This design comes from an exercise in tuning for small area, a short achievable clock period and few clock cycles on the open sky130 flow, not from production work. The RTL was checked by simulation tests, not by an equivalence proof against the original design. No activity file was given, so power comes from the tool's default toggle rates.

run 1:
Design updi_host, start of the top module:
module updi_host (
    input  wire        clk,
    input  wire        rst,
    input  wire        cfg_a24,
    input  wire        req_valid,
    output wire        req_ready,
    input  wire [4:0]  req_op,
    input  wire        req_wide,
    input  wire [23:0] req_addr,
    input  wire [15:0] req_data,
    input  wire [16:0] req_len,
    output wire        rsp_valid,
    output wire [2:0]  rsp_kind,
    output wire [2:0]  rsp_stage,
    output wire [2:0]  rsp_cause,
    output wire [15:0] rsp_data,
    output wire [1:0]  life,
    output wire [1:0]  session,
    output wire        desync,
    input  wire        wd_valid,
    output wire        wd_ready,
    input  wire [7:0]  wd_data,
    output wire        rd_valid,
    output wire [7:0]  rd_data,
    output wire        ctl_valid,
    output wire [2:0]  ctl_cmd,
    input  wire        ctl_ready,
    input  wire        ctl_fail,
    output wire        tx_valid,
    output wire [7:0]  tx_data,
    input  wire        tx_ready,
    input  wire        rx_valid,
    input  wire        rx_err,
    input  wire [7:0]  rx_data,
    output wire        rx_ready
);
==> flow/config.mk <==
export PLATFORM = sky130hd
export DESIGN_NAME = updi_host
export DESIGN_NICKNAME = updi_host
export VERILOG_FILES = /design/flow/design.v
export SDC_FILE = /design/flow/constraint.sdc
export NUM_CORES = 4
export LEC_CHECK = 0
export ABC_AREA = 1
export CAP_MARGIN = 20
export CORE_MARGIN = 2
export CORE_UTILIZATION = 60
export CTS_CLUSTER_DIAMETER = 100
export CTS_CLUSTER_SIZE = 25
export SETUP_SLACK_MARGIN = 4.3
export SLEW_MARGIN = 20
==> flow/constraint.sdc <==
create_clock -name core_clock -period 8.0 [get_ports {clk}]
set_input_delay 1.6000 -clock core_clock [delete_from_list [all_inputs] [get_ports {clk}]]
set_output_delay 1.6000 -clock core_clock [all_outputs]
set_load 0.01 [all_outputs]
standard.sh (not shown) runs the stock make flow with config.mk's settings and CLKGATE_MAP_FILE= SYNTH_SCRIPT=/design/flow/synth_recipe.tcl, a recipe that flattens the netlist after the stock synthesis.
==> flow/flow/run.sh <==
#!/bin/bash
set -o pipefail
export BUFFER_PORTS_ARGS="-buffer_cell sky130_fd_sc_hd__buf_1"
bash standard.sh > standard.log 2>&1
Testbench counts of run 1, summed over its fixed seeds: cycles 23,533.
[inputs] run 2 vs run 1
Settings: CORE_UTILIZATION now 40, was 60.
- Run 1 and run 2 ended up with nearly the same leakage power of the design.
- Comparing run 1 and run 2, the higher worst hold slack was measured on run 1.
- Register share of the cell area in run 2 is 0.69 points below run 1.
- From run 1 to run 2 the numbers moved as follows: first-iteration DRC count -31%; final routed wire length divided by cell count decreased 1.1 µm; number of buffers inserted to repair setup after CTS shows an increase of 8; setup slack -61 ps; total non-filler cell area in the finished layout higher.
What run 3 does differently from run 2 at the input level:
Settings: swapping 40 for 50 in CORE_UTILIZATION; swapping 4.3 for 4.15 in SETUP_SLACK_MARGIN.
Power, run 3 vs run 2: down slightly
Final area, run 3 and run 2: smaller value in run 3
The higher starting density of the core of run 3 and run 2 is in run 3.
Changes observed in run 3 relative to run 2: fmax went down by 2.5%, fraction of power consumed by the clock network now sits lower.
--- input diff run 3..run 4 ---
Settings: CORE_UTILIZATION now 40, was 50.
Results
Run 4 finished every step from synthesis to the final layout, and the layout passed the timing, design-rule and antenna checks.
Run 3 completed every stage of the flow, and the final layout passed the timing, design-rule and antenna checks.
Number of gates on the worst path with buffers counted: run 4 lower than run 3
Between run 3 and run 4, the flow reports design area increasing slightly.
Multi-input gate share of the layout cell area was lower in run 4 than in run 3.
The arrival time reported for the critical path endpoint in run 4 sits 70 ps below the value recorded for run 3.
What run 5 does differently from run 4 at the input level:
Settings: a change of SETUP_SLACK_MARGIN from 4.15 to 4.3; a change of CORE_UTILIZATION from 40 to 50.
### Flow results
- Total power after layout, run 4 and run 5: smaller value in run 5
- Run 5 against run 4: final cell count decreased 4.2%, hold slack saw an increase.
- Compared run 5 against run 4; combined flip-flop and latch cell area within noise.
- Run 5 -> run 4: largest clock skew in the final design flat

## v39
Another version of the RTL of updi_host (not shown whole).
Size in the first run: roughly 1900 cells after synthesis, ~370 flip-flops, about 150 I/O pins, ~0.016 sq mm of cells after synthesis.
==> flow/design.v (excerpt) <==
module updi_host (
    input  wire        clk,
    input  wire        rst,
    input  wire        cfg_a24,
    input  wire        req_valid,
    output wire        req_ready,
    input  wire [4:0]  req_op,
    input  wire        req_wide,
    input  wire [23:0] req_addr,
    input  wire [15:0] req_data,
    input  wire [16:0] req_len,
    output wire        rsp_valid,
    output wire [2:0]  rsp_kind,
    output wire [2:0]  rsp_stage,
    output wire [2:0]  rsp_cause,
    output wire [15:0] rsp_data,
    output wire [1:0]  life,
    output wire [1:0]  session,
    output wire        desync,
    input  wire        wd_valid,
    output wire        wd_ready,
    input  wire [7:0]  wd_data,
    output wire        rd_valid,
    output wire [7:0]  rd_data,
    output wire        ctl_valid,
    output wire [2:0]  ctl_cmd,
    input  wire        ctl_ready,
    input  wire        ctl_fail,
    output wire        tx_valid,
    output wire [7:0]  tx_data,
    input  wire        tx_ready,
    input  wire        rx_valid,
    input  wire        rx_err,
    input  wire [7:0]  rx_data,
    output wire        rx_ready
);
clock: 8.0 ns
lec_check: 0
abc_area: 1
cap_margin: 20
core_margin: 2
core_utilization: 40
cts_cluster_diameter: 100
cts_cluster_size: 25
setup_slack_margin: 3.5
slew_margin: 20
Scripts as last shown in full above: flow/flow/run.sh
Testbench counts of v39, summed over its fixed seeds: cycles 22,269.
--- input diff v39..v35 ---
--- a/flow/config.mk
+++ b/flow/config.mk
@@ -11,4 +11,2 @@
 export CORE_UTILIZATION = 40
-export CTS_CLUSTER_DIAMETER = 100
-export CTS_CLUSTER_SIZE = 25
 export SETUP_SLACK_MARGIN = 3.5
Notes after the runs:
Compared to v39, the router laid down more metal wire for v35.
Compared v39 against v35; layout inverter count without the clock tree within noise.
v35 vs. v39: final period utilization went down by 0.78 points.
v35 ended up with more standard cells than v39.
Fmax: v35 higher than v39
Reported for v39 and v35, die outline area turned out identical to the last digit.
Between v39 and v35, the worst clock skew is lower for v35.
Relative to v39, synthesis-to-layout area growth has gone up in v35.
Post-layout total power, v39 and v35: lower on v39
The run showing the smaller global-route usage is v39.
In the reports for v39 and v35, the larger length in cells of the worst reg-to-reg path belongs to v35.
--- input diff v35..v14 ---
--- a/flow/config.mk
+++ b/flow/config.mk
@@ -11,3 +11,5 @@
 export CORE_UTILIZATION = 40
-export SETUP_SLACK_MARGIN = 3.5
+export CTS_CLUSTER_DIAMETER = 100
+export CTS_CLUSTER_SIZE = 25
+export SETUP_SLACK_MARGIN = 3.0
 export SLEW_MARGIN = 20
Results
- Fraction of registers with async set/reset: v35 vs v14 identical
- Post-CTS clock slew at the launch and capture registers of the worst setup and hold paths (higher): v14
- v14 vs v35: maximum VDD drop down
- When the final numbers for v14 and v35 were put side by side, the critical path buffer and inverter count turned out to be smaller in v14.
- Summary — layout overhead on the synthesized area, v14 relative to v35: lower, by 7.6 points.
- On v14: signal arrival time at the worst endpoint is 360 ps higher than what v35 gave.
- v14 vs v35 on number of levels in the clock H-tree: v14 is the lower one.
- Comparing the two runs side by side, v14 comes out ahead of v35 on total chip power.

==> what the ideal ports hide <==
The results above use ideal ports. As a check the final layouts listed here were re-extracted and re-timed, cells and wires unchanged.
Step 1 assumes that a clkbuf_16 drives the clock port and a buf_2 every other input.
Step 2 times the ports against the registers' clock, not the clock port: input delays grow and output delays shrink by t, the midpoint of the rising clock arrivals with the driver on.
Three values: ideal ports, drivers, drivers and shift; two values: the first two.
run	shift t [ns]	setup slack, ns	worst setup path after step 2	latest minus earliest clock arrival (ns)	cell pins on the clock port's net
run 1	0.571	4.204 / 4.164 / 3.994	input to register	0.026 / 0.025	1
run 2	0.600	4.143 / 4.100 / 3.916	input to register	0.041 / 0.042	1
run 3	0.568	4.043 / 4.003 / 3.803	input to register	0.035 / 0.034	1
run 4	0.599	4.113 / 4.092 / 3.644	input to register	0.042 / 0.041	1
run 5	0.568	4.184 / 4.144 / 3.876	input to register	0.035 / 0.035	1
v39	0.601	3.502 / 3.447 / 3.521	input to output	0.030 / 0.029	1
v35	0.607	3.565 / 3.531 / 3.542	input to output	0.025 / 0.025	1
v14	0.596	3.201 / 3.147 / 3.185	input to output	0.030 / 0.030	1
After both steps every run listed still meets setup and hold. For run 4, which loses most, drivers alone change the setup slack by -0.021 ns; drivers and shift together by -0.469 ns.
